Background: an optimization exercise with open tools, aiming at small area, a short achievable clock period and few clock cycles. Do not read the settings as production practice. RTL that was checked went through simulation tests only; none was proved equivalent to the original. Function not checked in run 2: the RTL went through the layout flow alone. Power figures rest on the tool's default switching activity, not on a simulated workload.

**config.mk**
```make
export PLATFORM = sky130hd
export DESIGN_NAME = plx_top
export DESIGN_NICKNAME = plx_top
export VERILOG_FILES = /design/flow/design.v
export SDC_FILE = /design/flow/constraint.sdc
export NUM_CORES = 4
export LEC_CHECK = 0
export CAP_MARGIN = 20
export CORE_MARGIN = 2
export CORE_UTILIZATION = 40
export PLACE_DENSITY = 0.6
export SLEW_MARGIN = 20
```
**constraint.sdc**
```tcl
create_clock -name core_clock -period 13.0 [get_ports {clk}]
set_input_delay 2.6000 -clock core_clock [delete_from_list [all_inputs] [get_ports {clk}]]
set_output_delay 2.6000 -clock core_clock [all_outputs]
set_load 0.01 [all_outputs]
```
**design.v**
```verilog
module plx_top (
    input             clk,
    input             rst,
    input             host_valid,
    input             host_write,
    input      [4:0]  host_addr,      
    input      [31:0] host_wdata,
    output            host_ready,
    output reg        host_rvalid,
    output reg [31:0] host_rdata,
    output            mem_rreq,
    output     [31:0] mem_raddr,
    input             mem_rgnt,
    input             mem_rvalid,
    input      [7:0]  mem_rdata,
    output            mem_wreq,
    output     [31:0] mem_waddr,
    output     [7:0]  mem_wdata,
    input             mem_wgnt
);
    localparam [1:0] ST_UNCONF = 2'd0, ST_CONF = 2'd1, ST_HALT = 2'd3;
    localparam [1:0] C_IDLE = 2'd0, C_CHECK = 2'd1, C_COPY = 2'd2;
    localparam [3:0] K_STR = 4'd0, K_RINIT = 4'd1, K_RADD = 4'd2, K_RITER = 4'd3,
                     K_ABINIT = 4'd4, K_ABITER = 4'd5, K_LEN1 = 4'd6, K_LEN2 = 4'd7,
                     K_CAP = 4'd8, K_DST = 4'd9, K_GO = 4'd10;
    reg [1:0]  state;
    reg [7:0]  sg_format;
    reg [31:0] sg_width, sg_height;
    reg        sg_crop_en;
    reg [31:0] sg_crop_w, sg_crop_h;
    reg [31:0] spd_addr, spd_stride;
    reg [31:0] dst_addr, dst_cap;
    reg [7:0]  g_format;
    reg [31:0] g_width, g_height;
    reg        g_crop_en;
    reg [31:0] g_crop_w, g_crop_h;
    reg [2:0]  pd_valid;
    reg [31:0] pd_addr0, pd_addr1, pd_addr2;
    reg [31:0] pd_stride0, pd_stride1, pd_stride2;
    reg        badplane;
    reg [1:0]  err_e;             
    reg [1:0]  err_s;
    reg        out_valid;
    reg [31:0] out_addr;
    reg [29:0] ab;                
    reg        cmderr;
    reg        v_sf, v_sw, v_sh, v_scw, v_sch, v_pda, v_pds, v_dsta, v_dstc;
    reg        v_gf, v_gw, v_gh, v_gcw, v_gch;
    wire [7:0]  sg_format_v  = v_sf  ? sg_format  : 8'd0;
    wire [31:0] sg_width_v   = v_sw  ? sg_width   : 32'd0;
    wire [31:0] sg_height_v  = v_sh  ? sg_height  : 32'd0;
    wire [31:0] sg_crop_w_v  = v_scw ? sg_crop_w  : 32'd0;
    wire [31:0] sg_crop_h_v  = v_sch ? sg_crop_h  : 32'd0;
    wire [31:0] spd_addr_v   = v_pda ? spd_addr   : 32'd0;
    wire [31:0] spd_stride_v = v_pds ? spd_stride : 32'd0;
    wire [31:0] dst_addr_v   = v_dsta ? dst_addr  : 32'd0;
    wire [31:0] dst_cap_v    = v_dstc ? dst_cap   : 32'd0;
    wire [7:0]  g_format_v   = v_gf  ? g_format   : 8'd0;
    wire [31:0] g_width_v    = v_gw  ? g_width    : 32'd0;
    wire [31:0] g_height_v   = v_gh  ? g_height   : 32'd0;
    wire [31:0] g_crop_w_v   = v_gcw ? g_crop_w   : 32'd0;
    wire [31:0] g_crop_h_v   = v_gch ? g_crop_h   : 32'd0;
    reg        ready_q;
    reg        t_v, t_w;
    reg [4:0]  t_a;
    reg [31:0] t_d;
    reg        tc_cfg, tc_set, tc_ext, tc_srst, tc_bad;
    assign host_ready = ready_q;
    wire host_fire = host_valid && ready_q;
    wire h_cmd   = host_fire && host_write && (host_addr == 5'd0);
    wire h_rsv0  = (host_wdata[31:16] == 16'd0);
    wire h_arg0  = (host_wdata[15:8] == 8'd0);
    wire h_cfg   = h_rsv0 && h_arg0 && (host_wdata[7:0] == 8'h01);
    wire h_set   = h_rsv0 && (host_wdata[7:0] == 8'h02);
    wire h_ext   = h_rsv0 && h_arg0 && (host_wdata[7:0] == 8'h03);
    wire h_srst  = h_rsv0 && h_arg0 && (host_wdata[7:0] == 8'h04);
    wire [31:0] eff_w = g_crop_en ? g_crop_w_v : g_width_v;
    wire [31:0] eff_h = g_crop_en ? g_crop_h_v : g_height_v;
    wire [30:0] half_w = eff_w[31:1];
    wire [30:0] half_h = eff_h[31:1];
    wire        hw_one = (half_w == 31'd1);
    wire        hh_one = (half_h == 31'd1);
    wire fmt_ok  = (g_format_v == 8'd1) || (g_format_v == 8'd2);
    wire odd_dim = g_width_v[0] || g_height_v[0] || (g_crop_en && (g_crop_w_v[0] || g_crop_h_v[0]));
    wire t_cmd    = tc_cfg || tc_set || tc_ext || tc_srst || tc_bad;
    wire rejected = tc_bad || ((state == ST_HALT) && !tc_srst);
    wire [7:0] arg = t_d[15:8];
    wire early_fail = (state == ST_UNCONF) || !fmt_ok || badplane || odd_dim ||
                      (pd_valid != 3'b111);
    reg  [1:0]  ctl;              
    wire        c_idle = !ctl[0] && !ctl[1];
    wire        c_chk  = ctl[0];
    wire        c_copy = ctl[1];
    wire [32:0] ab4 = {1'b0, ab, 2'b00};
    wire        ab_sel1 = c_idle && t_a[3];    
    wire [32:0] ab_sum = ab4 + (ab_sel1 ? {3'b000, ab} : {2'b00, ab, 1'b0});
    wire [31:0] status = {8'd0, 2'b00, err_e, 2'b00, err_s, 2'd0, pd_valid, cmderr, badplane,
                          out_valid, 2'b00, err_e, 2'd0, state};
    wire [1:0] sem1 = out_valid ? g_format[1:0] : 2'd0;
    wire [1:0] sem2 = out_valid ? {g_format[0], g_format[1]} : 2'd0;
    wire [31:0] rd_mux =
        ({32{(t_a == 5'd1)}} & status) |
        ({32{(t_a == 5'd2 && v_sf)}} & {24'd0, sg_format}) |
        ({32{(t_a == 5'd3 && v_sw)}} & sg_width) |
        ({32{(t_a == 5'd4 && v_sh)}} & sg_height) |
        ({32{(t_a == 5'd5)}} & {31'd0, sg_crop_en}) |
        ({32{(t_a == 5'd6 && v_scw)}} & sg_crop_w) |
        ({32{(t_a == 5'd7 && v_sch)}} & sg_crop_h) |
        ({32{(t_a == 5'd8 && v_pda)}} & spd_addr) |
        ({32{(t_a == 5'd9 && v_pds)}} & spd_stride) |
        ({32{(t_a == 5'd10 && v_dsta)}} & dst_addr) |
        ({32{(t_a == 5'd11 && v_dstc)}} & dst_cap) |
        ({32{(t_a == 5'd12 && v_gf)}} & {24'd0, g_format}) |
        ({32{(t_a == 5'd13 && v_gw)}} & g_width) |
        ({32{(t_a == 5'd14 && v_gh)}} & g_height) |
        ({32{(t_a == 5'd15)}} & {31'd0, g_crop_en}) |
        ({32{(t_a == 5'd16 && v_gcw)}} & g_crop_w) |
        ({32{(t_a == 5'd17 && v_gch)}} & g_crop_h) |
        ({32{(t_a == 5'd18 && out_valid)}} & ab_sum[31:0]) |
        ({32{(t_a == 5'd19 && out_valid)}} & out_addr) |
        ({32{(t_a == 5'd21 && out_valid)}} & ab4[31:0]) |
        ({32{(t_a == 5'd24 && out_valid)}} & ab4[31:0]) |
        ({32{(t_a == 5'd25 && out_valid)}} & {2'b00, ab}) |
        ({32{(t_a == 5'd26)}} & {30'd0, sem1}) |
        ({32{(t_a == 5'd28 && out_valid)}} & ab_sum[31:0]) |
        ({32{(t_a == 5'd29 && out_valid)}} & {2'b00, ab}) |
        ({32{(t_a == 5'd30)}} & {30'd0, sem2});
    reg [3:0]  step;
    reg [2:0]  ph;                
    reg        fl_v;              
    reg [1:0]  fl_e, fl_s;
    reg [32:0] acc;               
    reg [32:0] mc;                
    reg [31:0] mr;                
    reg [31:0] raddr;
    reg        lc_q, lr_q;        
    reg [2:0]  fr_ok;             
    reg [2:0]  pd_sbad;           
    reg [2:0]  pd_small;          
    reg        rreq_q, wreq_q, rdone;
    reg [2:0]  cnt;               
    reg [2:0]  fc;                
    reg [7:0]  q0, q1, q2, q3;    
    wire [31:0] p_w = ph[0] ? eff_w : {1'b0, half_w};
    wire [30:0] hh_m1 = half_h - 31'd1;
    wire [31:0] p_hm1 = ph[0] ? {hh_m1, 1'b1} : {1'b0, hh_m1};
    wire [31:0] p_addr = ({32{ph[0]}} & pd_addr0) | ({32{ph[1]}} & pd_addr1) | ({32{ph[2]}} & pd_addr2);
    wire [31:0] p_stride = ({32{ph[0]}} & pd_stride0) | ({32{ph[1]}} & pd_stride1) |
                           ({32{ph[2]}} & pd_stride2);
    wire [31:0] n_addr = ph[0] ? pd_addr1 : pd_addr2;
    wire        empty = (eff_w == 32'd0) || (eff_h == 32'd0);
    wire        geo_small = (eff_w[31:30] == 2'd0) && (eff_h[31:16] == 16'd0);
    wire [2:0]  fast_ok = {3{geo_small}} & pd_small;
    wire        set_sbad = spd_stride_v < ((arg == 8'd0) ? eff_w : {1'b0, half_w});
    wire        set_small = (spd_addr_v[31:30] == 2'd0) && (spd_stride_v[31:15] == 17'd0);
    wire        mr_zero = (mr == 32'd0);
    wire [32:0] add_b = c_copy ? {1'b0, p_stride} : mc;
    wire [32:0] acc_add = acc + add_b;
    wire        range_over = acc[32] && (acc[31:0] != 32'd0);
    wire        ab_big = (acc[32:30] != 3'd0) || (!mr_zero && (mc[32:30] != 3'd0));
    wire        cap_bad = acc[32] || (acc[31:0] > dst_cap_v);
    wire        dst_bad = acc[32] && (acc[31:0] != 32'd0);
    wire racc = rreq_q && mem_rgnt;
    wire wacc = wreq_q && mem_wgnt;
    wire rdone_n = rdone || (racc && lc_q && lr_q && ph[2]);
    wire [2:0] cnt_n = cnt + {2'b00, racc} - {2'b00, wacc};
    wire [2:0] fc_n  = fc + {2'b00, mem_rvalid} - {2'b00, wacc};
    wire full_n  = ((cnt == 3'd4) && !wacc) || ((cnt == 3'd3) && racc && !wacc);
    wire empty_n = ((fc == 3'd0) && !mem_rvalid) || ((fc == 3'd1) && wacc && !mem_rvalid);
    wire fin     = rdone && ((cnt == 3'd0) || ((cnt == 3'd1) && wacc));
    wire [3:0] push = {4{mem_rvalid}} &
                      (wacc ? {fc == 3'd4, fc == 3'd3, fc == 3'd2, fc == 3'd1}
                            : {fc == 3'd3, fc == 3'd2, fc == 3'd1, fc == 3'd0});
    assign mem_rreq  = rreq_q;
    assign mem_raddr = raddr;
    assign mem_wreq  = wreq_q;
    assign mem_waddr = out_addr;    
    assign mem_wdata = q0;
    task automatic clear_frame;
        begin
            pd_valid <= 3'd0;
            badplane <= 1'b0;
        end
    endtask
    task automatic clear_results;
        begin
            err_e <= 2'd0; err_s <= 2'd0;
            out_valid <= 1'b0;
        end
    endtask
    task automatic clear_all;
        begin
            state <= ST_UNCONF;
            v_sf <= 1'b0; v_sw <= 1'b0; v_sh <= 1'b0; v_scw <= 1'b0; v_sch <= 1'b0;
            v_pda <= 1'b0; v_pds <= 1'b0; v_dsta <= 1'b0; v_dstc <= 1'b0;
            v_gf <= 1'b0; v_gw <= 1'b0; v_gh <= 1'b0; v_gcw <= 1'b0; v_gch <= 1'b0;
            sg_crop_en <= 1'b0; g_crop_en <= 1'b0;
            cmderr <= 1'b0;
            clear_frame;
            clear_results;
        end
    endtask
    task automatic fail(input [1:0] e, input [1:0] s);
        begin
            clear_results;
            err_e <= e;
            err_s <= s;
            clear_frame;
            if (e == 2'd2)
                state <= ST_HALT;
            ctl <= C_IDLE;
            ready_q <= 1'b1;
        end
    endtask
    always @(posedge clk) begin
        t_w <= host_write;
        t_a <= host_addr;
        t_d <= host_wdata;
        host_rdata <= rd_mux;
    end
    always @(posedge clk) begin
        if (rst) begin
            clear_all;
            ready_q <= 1'b1;
            t_v <= 1'b0;
            tc_cfg <= 1'b0; tc_set <= 1'b0; tc_ext <= 1'b0; tc_srst <= 1'b0; tc_bad <= 1'b0;
            host_rvalid <= 1'b0;
            ctl <= C_IDLE;
            rreq_q <= 1'b0;
            wreq_q <= 1'b0;
            fl_v <= 1'b0;
        end else begin
            t_v <= host_fire;
            tc_cfg  <= h_cmd && h_cfg;
            tc_set  <= h_cmd && h_set;
            tc_ext  <= h_cmd && h_ext;
            tc_srst <= h_cmd && h_srst;
            tc_bad  <= h_cmd && !(h_cfg || h_set || h_ext || h_srst);
            host_rvalid <= t_v && !t_w;
            if (c_idle && !tc_ext)
                ready_q <= !(h_cmd && h_ext);
            if (t_v && t_w) begin
                case (t_a)
                    5'd2:  begin sg_format  <= t_d[7:0]; v_sf <= 1'b1; end
                    5'd3:  begin sg_width   <= t_d; v_sw <= 1'b1; end
                    5'd4:  begin sg_height  <= t_d; v_sh <= 1'b1; end
                    5'd5:  sg_crop_en <= t_d[0];
                    5'd6:  begin sg_crop_w  <= t_d; v_scw <= 1'b1; end
                    5'd7:  begin sg_crop_h  <= t_d; v_sch <= 1'b1; end
                    5'd8:  begin spd_addr   <= t_d; v_pda <= 1'b1; end
                    5'd9:  begin spd_stride <= t_d; v_pds <= 1'b1; end
                    5'd10: begin dst_addr   <= t_d; v_dsta <= 1'b1; end
                    5'd11: begin dst_cap    <= t_d; v_dstc <= 1'b1; end
                    default: ;
                endcase
            end
            if (t_cmd) begin
                if (rejected) begin
                    cmderr <= 1'b1;
                    if (tc_ext)
                        ready_q <= 1'b1;
                end else begin
                    cmderr <= 1'b0;
                    if (tc_srst) begin
                        clear_all;
                    end else if (tc_cfg) begin
                        g_format  <= sg_format;
                        g_width   <= sg_width;
                        g_height  <= sg_height;
                        g_crop_en <= sg_crop_en;
                        g_crop_w  <= sg_crop_w;
                        g_crop_h  <= sg_crop_h;
                        v_gf <= v_sf; v_gw <= v_sw; v_gh <= v_sh; v_gcw <= v_scw; v_gch <= v_sch;
                        clear_frame;
                        clear_results;
                        state <= ST_CONF;
                    end else if (tc_set) begin
                        if (arg >= 8'd3) begin
                            badplane <= 1'b1;
                        end else if (arg == 8'd0) begin
                            pd_valid[0] <= 1'b1; pd_addr0 <= spd_addr_v; pd_stride0 <= spd_stride_v;
                            pd_sbad[0] <= set_sbad; pd_small[0] <= set_small;
                        end else if (arg == 8'd1) begin
                            pd_valid[1] <= 1'b1; pd_addr1 <= spd_addr_v; pd_stride1 <= spd_stride_v;
                            pd_sbad[1] <= set_sbad; pd_small[1] <= set_small;
                        end else begin
                            pd_valid[2] <= 1'b1; pd_addr2 <= spd_addr_v; pd_stride2 <= spd_stride_v;
                            pd_sbad[2] <= set_sbad; pd_small[2] <= set_small;
                        end
                    end else begin
                        if (state == ST_UNCONF)
                            fail(2'd1, 2'd3);
                        else if (!fmt_ok)
                            fail(2'd1, 2'd0);
                        else if (badplane)
                            fail(2'd1, 2'd1);
                        else if (odd_dim)
                            fail(2'd1, 2'd2);
                        else if (pd_valid != 3'b111)
                            fail(2'd2, 2'd0);
                        else if (pd_sbad != 3'd0)
                            fail(2'd2, 2'd1);
                        else begin
                            ctl <= C_CHECK;
                            step <= (empty || fast_ok == 3'b111) ? K_ABITER : K_RINIT;
                            fr_ok <= fast_ok;
                            ph <= 3'b001;
                            fl_v <= 1'b0;
                        end
                    end
                end
            end
            case (1'b1)
            c_chk: begin
                if (fl_v) begin
                    fail(fl_e, fl_s);
                end else begin
                    case (step)
                    K_RINIT: begin
                        acc <= {1'b0, p_addr};
                        mc <= {1'b0, p_w};
                        if ((fr_ok & ph) != 3'd0) begin
                            if (ph[2])
                                step <= K_ABINIT;
                            else
                                ph <= {ph[1:0], 1'b0};
                        end else
                            step <= K_RADD;
                    end
                    K_RADD: begin
                        acc <= acc_add;
                        mc <= {1'b0, p_stride};
                        mr <= p_hm1;
                        step <= K_RITER;
                    end
                    K_RITER: begin
                        fl_v <= range_over || (!mr_zero && mc[32]);
                        fl_e <= 2'd2; fl_s <= 2'd2;
                        if (mr_zero) begin
                            if (ph[2]) begin
                                step <= K_ABINIT;
                            end else begin
                                ph <= {ph[1:0], 1'b0};
                                step <= K_RINIT;
                            end
                        end else begin
                            if (mr[0])
                                acc <= acc_add;
                            mc <= {mc[32] | mc[31], mc[30:0], 1'b0};
                            mr <= {1'b0, mr[31:1]};
                        end
                    end
                    K_ABINIT: begin
                        acc <= 33'd0;
                        mc <= {2'b00, half_w};
                        mr <= {1'b0, half_h};
                        step <= K_ABITER;
                    end
                    K_ABITER: begin
                        fl_v <= ab_big;
                        fl_e <= 2'd3; fl_s <= 2'd0;
                        if (mr_zero)
                            step <= K_LEN1;         
                        else begin
                            if (mr[0])
                                acc <= acc_add;
                            mc <= {mc[32] | mc[31], mc[30:0], 1'b0};
                            mr <= {1'b0, mr[31:1]};
                            if (mr[31:1] == 31'd0) begin
                                ab <= mr[0] ? acc_add[29:0] : acc[29:0];
                                step <= K_LEN2;
                            end
                        end
                    end
                    K_LEN1: begin
                        ab <= acc[29:0];
                        step <= K_LEN2;
                    end
                    K_LEN2: begin
                        fl_v <= (acc[32:30] != 3'd0);   
                        fl_e <= 2'd3; fl_s <= 2'd0;
                        acc <= ab_sum;
                        mc <= {1'b0, dst_addr_v};
                        step <= K_CAP;
                    end
                    K_CAP: begin
                        fl_v <= cap_bad;
                        fl_e <= 2'd3; fl_s <= 2'd0;
                        acc <= acc_add;         
                        step <= K_DST;
                    end
                    K_DST: begin
                      if (dst_bad) begin
                        fail(2'd3, 2'd1);
                      end else begin  
                        err_e <= 2'd0; err_s <= 2'd0;
                        out_valid <= 1'b1;
                        out_addr <= dst_addr_v;
                        clear_frame;
                        state <= ST_CONF;
                        if (ab == 30'd0) begin
                            ctl <= C_IDLE;
                            ready_q <= 1'b1;
                        end else begin
                            ctl <= C_COPY;
                            ph <= 3'b001;
                            acc <= {1'b0, pd_addr0};
                            raddr <= pd_addr0;
                            mc <= {1'b0, eff_w};
                            mr <= eff_h;
                            lc_q <= 1'b0;       
                            lr_q <= 1'b0;       
                            rreq_q <= 1'b1;
                            wreq_q <= 1'b0;
                            rdone <= 1'b0;
                            cnt <= 3'd0;
                            fc <= 3'd0;
                        end
                      end
                    end
                    default: ;
                    endcase
                end
            end
            c_copy: begin
                if (racc) begin
                    if (!lc_q) begin
                        mc[31:0] <= mc[31:0] - 32'd1;
                        raddr <= raddr + 32'd1;
                        lc_q <= (mc[31:0] == 32'd2);
                    end else if (!lr_q) begin
                        mc[31:0] <= p_w;
                        mr <= mr - 32'd1;
                        acc <= acc_add;
                        raddr <= acc_add[31:0];
                        lc_q <= !ph[0] && hw_one;
                        lr_q <= (mr == 32'd2);
                    end else if (!ph[2]) begin
                        ph <= {ph[1:0], 1'b0};
                        mc[31:0] <= {1'b0, half_w};
                        mr <= {1'b0, half_h};
                        acc <= {1'b0, n_addr};
                        raddr <= n_addr;
                        lc_q <= hw_one;
                        lr_q <= hh_one;
                    end
                end
                rdone <= rdone_n;
                cnt <= cnt_n;
                rreq_q <= !rdone_n && !full_n;
                if (wacc) begin
                    out_addr <= out_addr + 32'd1;
                    q0 <= q1; q1 <= q2; q2 <= q3;
                end
                if (mem_rvalid) begin
                    if (push[0]) q0 <= mem_rdata;
                    if (push[1]) q1 <= mem_rdata;
                    if (push[2]) q2 <= mem_rdata;
                    if (push[3]) q3 <= mem_rdata;
                end
                fc <= fc_n;
                wreq_q <= !empty_n;
                if (fin) begin
                    out_addr <= dst_addr_v;
                    ctl <= C_IDLE;
                    ready_q <= 1'b1;
                    rreq_q <= 1'b0;
                    wreq_q <= 1'b0;
                end
            end
            default: begin
                acc <= 33'd0;
                mc <= {2'b00, half_w};
                mr <= {1'b0, half_h};
            end
            endcase
        end
    end
endmodule
```
**flow/run.sh**
```bash
#!/bin/bash
# The standard layout (standard synthesis unchanged) with two changes to how it is made:
# - the timing repair aims at a larger setup margin, so it keeps improving paths that are
#   already well inside the clock period;
# - the port buffers are buf_4 cells instead of the resizer's default pick.
# The make output goes to layout.log; each ORFS step's own log is under orfs/logs/.
set -euo pipefail
bash standard.sh SETUP_SLACK_MARGIN=9.1 "BUFFER_PORTS_ARGS=-buffer_cell sky130_fd_sc_hd__buf_4" finish > layout.log 2>&1
```
**standard.sh**
```bash
#!/bin/bash
# synth_recipe.tcl (not shown) runs the flow's synth.tcl, then flattens the netlist and writes it again
# the make line also repeats each setting of config.mk as NAME=value (left out here)
make -C /OpenROAD-flow-scripts/flow DESIGN_CONFIG=/design/flow/config.mk WORK_HOME=/design/flow/orfs CLKGATE_MAP_FILE= SYNTH_SCRIPT=/design/flow/synth_recipe.tcl "${@:-finish}"
```
==> qor.yml, run 1 <==
run_status:
  status: "finished clean"
synth:
  ys_warn_count: 1
  synth_nets: 4911
  ys_ff_latch: 954
  ys_types: 90
  synth_edf_count: 843
  syn_area_um2: 51200
  syn_area_per_cell_um2: 10.8
  synthArstFlopShare: 0
  synthCells: 4719
  synthFlopType: "edfxtp_1"
  yosysSeqAreaShare: 0.538
hold_path:
  hold_class: "register to register"
  whs_path_depth: 1
power_and_ir_drop:
  p_sw_frac: 0.237
  comb_power_share: 0.061
  clockPowerShare: 0.458
  p_leak_nw: 22.1
  p_per_area_nw_per_um2: 113
  p_seq_frac: 0.481
  ir_drop_mv: 0.104
  p_int_mw: 5.37
  total_power_mw: 7.03
  p_switching_mw: 1.66
route:
  wire_per_inst_um: 33.4
  drt-initial-drc-count: 7762
  ant_nets: 0
  vias: 45600
  vias_per_cell: 6.71
  drc: 0
  postRouteWirelength_mm: 227
  first_pass_iters: 7
setup_path:
  max_stage_delay_ns: 0.46
  required_ns: 13.52
  critical_path_class: "register to register"
  path_buf_inv: 4
  rr_worst_depth: 16
  worst_setup_path_start_kind: "register"
  cp_max_fo: 8
  cp.arrival_ns: 4.63
  critPathSlowestCell: "edfxtp_1"
  worstSetupEndpointType: "register"
  path_depth: 16
  critical_path.cell_chain: "buf_12, buf_16, a222oi_1, a21oi_1, ha_1, a211oi_2, o211ai_1, a221oi_2, a2111o_1, buf_4, buf_6, nand3_4, xnor2_4, o221ai_2, a22oi_1, o21ai_1"
  worst_path_dominant_cell_family: "compound AO/OA/AOI/OAI gates"
cells_and_area:
  reg_top3: "acc (33), mc (33)"
  final_net_count: 5233
  fillers: 11400
  drive_above_1_share: 0.203
  final_common_cell: "edfxtp_1"
  area_delta_synth_final_pct: 21.7
  layout_common_cells: "edfxtp_1, nand2_1, buf_4"
run:
  drv_cap: 0
timing:
  fin_crit_sh: 0.316
  slew_headroom: 0.133
  period_minus_slack_ns: 4.11
  fmax_ghz: 0.243
  drv_slew: 0
  final.setup.tns_ns: 0
  skew_ns: 0.0682
  hold_viol: 0
  rsz0062_at_grt: "yes"
  worst_pin_slew_ns: 1.30
  setup_viol: 0
cts:
  root_buffer: "clkbuf_16"
  clk_latency_ns: 0.77
  clk_pin_slew_ns: 0.06
  cts_tree: "done"
  clockBufferDepth: 3
  cts_buffers: 105
  ctsHtreeMaxLevel: 3
  clock_sinks: 954
die:
  dieArea_um2: 131000
  fp.coreArea_um2: 127000
  die_w_um: 362
  ios: 160
  start_util: 0.402
  die_h_um: 362
  rows: 131
placed_design:
  place.gp.congestion: 0.982
  port_buffers: 159
  hpwl_mm: 153
grt:
  global_route.overflow_total: 0
  grt_antenna_before_repair: 15
  grt_pass1_vias: 41700
  grt_max_degree: 93
  grt_pass1_wl_mm: 313
  grt_usage: 0.334
## cells in the mapped netlist (all sizes together), types with 46 or more instances
library cell	instances	area, um^2
nand4	71	444
o211ai	56	420
nand2	451	1690
nor4	59	375
a222oi	97	971
a22oi	162	1230
and2	92	578
ha	136	1700
mux2	55	619
edfxtp	843	25300
xnor2	117	1020
o21ai	305	1530
nor3	83	438
inv	50	188
dfxtp	111	2220
a221oi	94	823
o22ai	94	588
a22o	77	676
mux2i	80	801
clkbuf	276	1110
xor2	80	701
buf	48	211
nand3	131	656
nor2	325	1220
and3	46	288
a21oi	292	1460
## layout make-up
cell class              instances  area [um^2]  share of cell area
diodes                          5         12.5            0.000201
flip-flops and latches        954        27600               0.443
repair buffers                536         4790              0.0770
clock buffers                 148         3000              0.0481
well taps                    1662         2080              0.0334
inverters                      51          211             0.00340
clock inverters                50          719              0.0116
multi-input cells            3393        23900               0.384
## path summary, 6_finish.rpt
path | start | endpoint | slack, ns
worst min-delay path | t_w$_DFF_P_ | host_rvalid$_SDFF_PP0_ | 0.40
worst min register to register | t_w$_DFF_P_ | host_rvalid$_SDFF_PP0_ | 0.40
worst max register to register | ph[0]$_DFFE_PN_ | acc[24]$_DFFE_PP_ | 8.89
worst max-delay path | ph[0]$_DFFE_PN_ | acc[24]$_DFFE_PP_ | 8.89
## power by group through the flow
stage,logic [mW],clock network (mW),registers [mW]
3_5_place_dp,0.329,0,3.44
6_report,0.429,3.22,3.38
2_1_floorplan,0.214,0,3.41
3_3_place_gp,0.325,0,3.44
5_1_grt,0.448,3.35,3.38
4_1_cts,0.380,3.24,3.38
## what timing repair did
action                     in CTS  in global routing
cloned                         11                  1
hold buffers                    0                  0
setup endpoints to repair     552                555
buffers inserted              155                 93
pin swaps                      94                106
resized for setup             265                138
## layer usage
layer / share of wire / track usage / up-vias
met5: 0.0012 / 0.00703 / -
met4: 0.060 / 0.164 / 24
met3: 0.17 / 0.144 / 590
met2: 0.40 / 0.467 / 3590
met1: 0.37 / 0.438 / 22200
li1: - / - / 19200
## worst register-to-register path: stages, from the launching register on
cell and delay (ns):
edfxtp_1 0.46, buf_12 0.20, buf_16 0.15, a222oi_1 0.43
a21oi_1 0.20, ha_1 0.41, a211oi_2 0.20, o211ai_1 0.15
a221oi_2 0.38, a2111o_1 0.33, buf_4 0.16, buf_6 0.09
nand3_4 0.08, xnor2_4 0.24, o221ai_2 0.12, a22oi_1 0.21
o21ai_1 0.09
## stage by stage
| step | utilization | hold WS [ns] | setup WS [ns] | cell area [um^2] | cells |
|---|---|---|---|---|---|
| after detailed placement | 0.429 | 0.400 | 7.60 | 54500 | 6335 |
| after global routing | 0.490 | 0.447 | 8.81 | 62300 | 6794 |
| after floorplan | - | 0.388 | 8.39 | 51600 | 4719 |
| final | 0.490 | 0.403 | 8.89 | 62300 | 6799 |
| after global placement | 0.428 | 0.399 | 7.63 | 54500 | 6332 |
| after CTS | 0.479 | 0.408 | 8.87 | 60900 | 6699 |
## cells by family (layout without fill, tap and decap cells)
| kind of cell | Yosys count | count (layout) | synth area share |
|---|---|---|---|
| mux | 135 | 135 | 0.0277 |
| fa+ha+maj | 140 | 140 | 0.0348 |
| compound gates | 1487 | 1489 | 0.201 |
| flops | 954 | 954 | 0.538 |
| buf+inv | 375 | 785 | 0.0295 |
| xor+xnor | 197 | 197 | 0.0337 |
| other cells | 0 | 5 | 0 |
| simple gates | 1431 | 1432 | 0.136 |
Testbench counts, summed over its fixed seeds: cycles 51,773.
==> inputs of run 2 (changes only) <==
--- a/design.v
+++ b/design.v
@@ -65,3 +65,3 @@
     reg [4:0]  t_a;
-    reg [31:0] t_d;
+    reg [31:0] t_d;               
     reg        tc_cfg, tc_set, tc_ext, tc_srst, tc_bad;
@@ -89,8 +89,5 @@
                       (pd_valid != 3'b111);
-    reg  [1:0]  ctl;              
-    wire        c_idle = !ctl[0] && !ctl[1];
-    wire        c_chk  = ctl[0];
-    wire        c_copy = ctl[1];
+    reg  [1:0]  ctl;
     wire [32:0] ab4 = {1'b0, ab, 2'b00};
-    wire        ab_sel1 = c_idle && t_a[3];    
+    wire        ab_sel1 = (ctl == C_IDLE) && t_a[3];    
     wire [32:0] ab_sum = ab4 + (ab_sel1 ? {3'b000, ab} : {2'b00, ab, 1'b0});
@@ -150,2 +147,3 @@
     wire [31:0] n_addr = ph[0] ? pd_addr1 : pd_addr2;
+    wire [31:0] n_stride = ph[0] ? pd_stride1 : pd_stride2;
     wire        empty = (eff_w == 32'd0) || (eff_h == 32'd0);
@@ -156,4 +154,3 @@
     wire        mr_zero = (mr == 32'd0);
-    wire [32:0] add_b = c_copy ? {1'b0, p_stride} : mc;
-    wire [32:0] acc_add = acc + add_b;
+    wire [32:0] acc_add = acc + mc;
     wire        range_over = acc[32] && (acc[31:0] != 32'd0);
@@ -163,2 +160,3 @@
     wire racc = rreq_q && mem_rgnt;
+    wire go_copy = (ctl == C_CHECK) && !fl_v && (step == K_GO) && (ab != 30'd0);
     wire wacc = wreq_q && mem_wgnt;
@@ -166,9 +164,4 @@
     wire [2:0] cnt_n = cnt + {2'b00, racc} - {2'b00, wacc};
-    wire [2:0] fc_n  = fc + {2'b00, mem_rvalid} - {2'b00, wacc};
-    wire full_n  = ((cnt == 3'd4) && !wacc) || ((cnt == 3'd3) && racc && !wacc);
-    wire empty_n = ((fc == 3'd0) && !mem_rvalid) || ((fc == 3'd1) && wacc && !mem_rvalid);
-    wire fin     = rdone && ((cnt == 3'd0) || ((cnt == 3'd1) && wacc));
-    wire [3:0] push = {4{mem_rvalid}} &
-                      (wacc ? {fc == 3'd4, fc == 3'd3, fc == 3'd2, fc == 3'd1}
-                            : {fc == 3'd3, fc == 3'd2, fc == 3'd1, fc == 3'd0});
+    wire [2:0] fc_w  = fc - {2'b00, wacc};           
+    wire [2:0] fc_n  = fc_w + {2'b00, mem_rvalid};
     assign mem_rreq  = rreq_q;
@@ -217,3 +210,16 @@
         t_a <= host_addr;
-        t_d <= host_wdata;
+        if (ctl == C_COPY) begin
+            if (racc) begin
+                if (!lc_q)
+                    t_d <= t_d - 32'd1;
+                else if (!lr_q)
+                    t_d <= p_w;
+                else if (!ph[2])
+                    t_d <= {1'b0, half_w};
+            end
+        end else if (go_copy) begin
+            t_d <= eff_w;
+        end else begin
+            t_d <= host_wdata;
+        end
         host_rdata <= rd_mux;
@@ -239,3 +245,3 @@
             host_rvalid <= t_v && !t_w;
-            if (c_idle && !tc_ext)
+            if (ctl == C_IDLE && !tc_ext)
                 ready_q <= !(h_cmd && h_ext);
@@ -304,3 +310,3 @@
                             ctl <= C_CHECK;
-                            step <= (empty || fast_ok == 3'b111) ? K_ABITER : K_RINIT;
+                            step <= (empty || fast_ok == 3'b111) ? K_ABINIT : K_RINIT;
                             fr_ok <= fast_ok;
@@ -312,4 +318,4 @@
             end
-            case (1'b1)
-            c_chk: begin
+            case (ctl)
+            C_CHECK: begin
                 if (fl_v) begin
@@ -362,3 +368,3 @@
                         if (mr_zero)
-                            step <= K_LEN1;         
+                            step <= K_LEN1;
                         else begin
@@ -368,6 +374,2 @@
                             mr <= {1'b0, mr[31:1]};
-                            if (mr[31:1] == 31'd0) begin
-                                ab <= mr[0] ? acc_add[29:0] : acc[29:0];
-                                step <= K_LEN2;
-                            end
                         end
@@ -379,4 +381,2 @@
                     K_LEN2: begin
-                        fl_v <= (acc[32:30] != 3'd0);   
-                        fl_e <= 2'd3; fl_s <= 2'd0;
                         acc <= ab_sum;
@@ -392,5 +392,7 @@
                     K_DST: begin
-                      if (dst_bad) begin
-                        fail(2'd3, 2'd1);
-                      end else begin  
+                        fl_v <= dst_bad;
+                        fl_e <= 2'd3; fl_s <= 2'd1;
+                        step <= K_GO;
+                    end
+                    K_GO: begin  
                         err_e <= 2'd0; err_s <= 2'd0;
@@ -408,3 +410,3 @@
                             raddr <= pd_addr0;
-                            mc <= {1'b0, eff_w};
+                            mc <= {1'b0, pd_stride0};
                             mr <= eff_h;
@@ -418,3 +420,2 @@
                         end
-                      end
                     end
@@ -424,10 +425,8 @@
             end
-            c_copy: begin
+            C_COPY: begin
                 if (racc) begin
                     if (!lc_q) begin
-                        mc[31:0] <= mc[31:0] - 32'd1;
                         raddr <= raddr + 32'd1;
-                        lc_q <= (mc[31:0] == 32'd2);
+                        lc_q <= (t_d == 32'd2);
                     end else if (!lr_q) begin
-                        mc[31:0] <= p_w;
                         mr <= mr - 32'd1;
@@ -439,3 +438,3 @@
                         ph <= {ph[1:0], 1'b0};
-                        mc[31:0] <= {1'b0, half_w};
+                        mc <= {1'b0, n_stride};
                         mr <= {1'b0, half_h};
@@ -449,3 +448,3 @@
                 cnt <= cnt_n;
-                rreq_q <= !rdone_n && !full_n;
+                rreq_q <= !rdone_n && (cnt_n != 3'd4);
                 if (wacc) begin
@@ -455,10 +454,12 @@
                 if (mem_rvalid) begin
-                    if (push[0]) q0 <= mem_rdata;
-                    if (push[1]) q1 <= mem_rdata;
-                    if (push[2]) q2 <= mem_rdata;
-                    if (push[3]) q3 <= mem_rdata;
+                    case (fc_w)
+                        3'd0: q0 <= mem_rdata;
+                        3'd1: q1 <= mem_rdata;
+                        3'd2: q2 <= mem_rdata;
+                        default: q3 <= mem_rdata;
+                    endcase
                 end
                 fc <= fc_n;
-                wreq_q <= !empty_n;
-                if (fin) begin
+                wreq_q <= (fc_n != 3'd0);
+                if (rdone && cnt_n == 3'd0) begin
                     out_addr <= dst_addr_v;
@@ -470,7 +471,3 @@
             end
-            default: begin
-                acc <= 33'd0;
-                mc <= {2'b00, half_w};
-                mr <= {1'b0, half_h};
-            end
+            default: ;
             endcase
--- a/flow/run.sh
+++ b/flow/run.sh
@@ -7,2 +7,2 @@
 set -euo pipefail
-bash standard.sh SETUP_SLACK_MARGIN=9.1 "BUFFER_PORTS_ARGS=-buffer_cell sky130_fd_sc_hd__buf_4" finish > layout.log 2>&1
+bash standard.sh SETUP_SLACK_MARGIN=8.5 "BUFFER_PORTS_ARGS=-buffer_cell sky130_fd_sc_hd__buf_4" finish > layout.log 2>&1
==> qor.yml, run 2 <==
run_status:
  status: "finished clean"
placed_design:
  place_area_um2: 54900  # +0.75%
  dp_cells: 6324  # -0.17%
  place.gp.congestion: 1.01  # +3.2%
  port_buffers: 159  # unchanged
  post-place-ws_ns: 7.20  # -0.404 ns
  hpwl_mm: 160  # +4.6%
synth:
  synthXorXnorAreaFrac: 0.0338  # +0.0000539
  synth_top_area_share: 0.512  # +0.0176
  synthFlopType: "edfxtp_1"
  post-synth-top-count-cell: "edfxtp_1"
  synth_nets: 4882  # -0.59%
  synthArstFlopShare: 0  # unchanged
  synth_edf_count: 876  # +3.9%
  synth.area.top_cells: "edfxtp_1, ha_1, o21ai_0"
  synth_top_family_by_area: "compound AO/OA/AOI/OAI gates"
  yosys-top-cells-count: "edfxtp_1, nand2_1, nor2_1"
  synthCells: 4686  # -0.70%
  ys_ff_latch: 955  # +0.10%
  yosysSeqAreaShare: 0.543  # +0.00496
  syn_area_per_cell_um2: 11.0  # +1.1%
  ys_warn_count: 1  # unchanged
  synth_compound_area_frac: 0.202  # +0.00130
  synth-adder-area-share: 0.0355  # +0.000708
  yosys.area_share.simple: 0.126  # -0.00909
  synth.mux.area_fraction: 0.0309  # +0.00314
  ys_types: 88  # -2.2%
  syn_area_um2: 51400  # +0.35%
  yosysTopAreaCell: "edfxtp_1"
cts:
  clk_latency_ns: 0.76  # about the same
  cts_tree: "done"
  cts_buffers: 103  # -1.9%
  root_buffer: "clkbuf_16"
  clk_pin_slew_ns: 0.07  # about the same
  ctsHtreeMaxLevel: 3  # unchanged
  cts_hold_repair.buffers: 0  # unchanged
  clockBufferDepth: 3  # unchanged
  clock_sinks: 955  # +0.10%
timing:
  period_minus_slack_ns: 4.51  # +0.403 ns
  fin_hold_ws_ns: 0.426  # +0.0230 ns
  rsz0062_at_grt: "yes"
  final.setup.tns_ns: 0  # unchanged
  slew_headroom: 0.236  # +0.104
  worst_pin_slew_ns: 1.15  # -0.155 ns
  hold_viol: 0  # unchanged
  fin_ws_ns: 8.49  # -0.403 ns
  fmax_ghz: 0.222  # -8.9%
  drv_slew: 0  # unchanged
  skew_ns: 0.0362  # -0.0319 ns
  fin_crit_sh: 0.347  # +0.0310
  setup_viol: 0  # unchanged
route:
  vias: 45100  # -1.2%
  vias_per_cell: 6.88  # +2.6%
  drc: 0  # unchanged
  first_pass_iters: 10  # +3
  ant_nets: 0  # unchanged
  wire_per_inst_um: 35.3  # +5.7%
  drt-initial-drc-count: 7747  # -0.19%
  postRouteWirelength_mm: 231  # +1.8%
cells_and_area:
  final_net_count: 4987  # -4.7%
  layout_common_cells: "edfxtp_1, nand2_1, nor2_1"
  area_delta_synth_final_pct: 15.2
  fin_util: 0.464  # -0.0255
  fin_area_um2: 59200  # -5.0%
  reg_top3: "acc (33), mc (33)"
  post_layout_nonfiller_instances: 6550  # -3.7%
  final_common_cell: "edfxtp_1"
  drive_above_1_share: 0.138  # -0.0655
setup_path:
  cp_max_fo: 8  # unchanged
  worst_setup_path_start_kind: "primary input"
  r2r-start: "ctl[0]$_SDFF_PP0_"
  worstSetupEndpointType: "register"
  critical_path_class: "primary input to register"
  cp.arrival_ns: 4.97  # +0.34 ns
  crit_start: "mem_wgnt"
  required_ns: 13.45  # -0.07 ns
grt:
  grt_pass1_vias: 41600  # -0.23%
  grt_pass1_wl_mm: 319  # +1.8%
  global_route.overflow_total: 0  # unchanged
  grt_usage: 0.341  # +0.00766
  grt_antenna_before_repair: 9  # -6
  grt_max_degree: 70  # -25%
hold_path:
  worstHoldStart: "sg_width[12]$_DFFE_PP_"
  hold_class: "register to register"
power_and_ir_drop:
  p_per_area_nw_per_um2: 118  # +4.3%
  p_leak_nw: 20.1  # -8.9%
  total_power_mw: 6.97  # -0.86%
  ir_drop_mv: 0.122  # +17%
die:
  fp.coreArea_um2: 128000  # +0.26%
  ios: 160  # unchanged
  dieArea_um2: 131000  # +0.34%
  start_util: 0.403  # about the same
  die_h_um: 362  # +0.17%
  die_w_um: 362  # +0.17%
  rows: 131  # unchanged
run:
  drv_cap: 0  # unchanged
run 2: area by class of cell:
class / instances / area, um^2
fillers: 11700 / 68300
flip-flops and latches: 955 / 27900
multi-input cells: 3356 / 22700
clock buffers: 126 / 2730
repair buffers: 310 / 2540
well taps: 1662 / 2080
clock inverters: 67 / 985
inverters: 65 / 250
diodes: 9 / 22.5
run 2: final timing paths:
kind	to	slack (ns)	depth (start not counted)
max	out_addr[23]$_DFFE_PP_	8.49	16
min	g_width[12]$_DFFE_PP_	0.43	0
max reg2reg	host_rdata[25]$_DFF_P_	8.50	14
min reg2reg	g_width[12]$_DFFE_PP_	0.43	0
run 2: kinds of logic (layout without fill, tap and decap cells):
group | Yosys count | after routing
multiplexers | 153 | 153
AND/OR/NAND/NOR | 1353 | 1354
XOR/XNOR | 198 | 198
flip-flops | 955 | 955
AO/OA/AOI/OAI | 1507 | 1507
buffers and inverters | 376 | 568
other | 0 | 9
adder cells (fa/ha/maj) | 144 | 144
run 2: power breakdown:
part / internal, mW / total [mW] / leakage (nW) / switching [mW]
sequential: 3.34 / 3.37 / 8.25 / 0.0345
combinational: 0.0983 / 0.284 / 10.1 / 0.186
clock: 1.96 / 3.31 / 1.80 / 1.36
run 2: worst max-delay path, cell delays in order:
cell	delay, ns
buf_12	0.11
nand2_8	0.07
inv_6	0.04
ha_4	0.20
inv_2	0.06
ha_4	0.11
inv_2	0.03
fa_2	0.35
xor2_2	0.16
xnor2_1	0.21
and3_4	0.21
nand2b_4	0.13
o2111a_2	0.24
buf_12	0.13
buf_12	0.13
buf_16	0.16
run 2: metal layers:
metal  global-route usage  vias to the layer above  part of all wire  wire length [um]
met5                    0                        -           0.00010                23
met4                0.236                        4             0.082             19000
met3                0.106                      823              0.13             30100
met2                0.494                     3535              0.42             97100
met1                0.434                    22100              0.37             84900
li1                     -                    18600                 -                 -
run 2: timing repair:
item                                    CTS  global route
endpoints found under the setup margin  151           114
buffers inserted                         12             7
resized for setup                        25            28
gates cloned                              4             1
pin swaps                                 3             6

-- separate check: timing with driven ports --
The flow's constraints put no driver on any port. The routed layouts listed below were extracted and timed again, unchanged, in two steps. Step 1: set_driving_cell puts a clkbuf_16 on clk and a buf_2 on each other input, an assumption about the parent block. Step 2 adds t to the input delays and takes it off the output delays; t is the mean of the earliest and latest rising clock arrival at the registers after step 1. Input paths then give back, and output paths get back, about the clock's delay inside the block. a / b / c = no drivers / after step 1 / after step 2; a / b = the first two.
run	t, ns	setup WS [ns]	clock arrival spread, ns	worst data-port slew with drivers (ns)
run 1	0.821	8.889 / 8.889 / 8.369	0.071 / 0.071	0.07
run 2	0.821	8.486 / 8.467 / 7.664	0.037 / 0.037	0.11
After both steps every run listed still meets setup and hold. The setup slack of run 2, which loses most, moves by -0.019 ns with the drivers and by -0.822 ns with both steps.
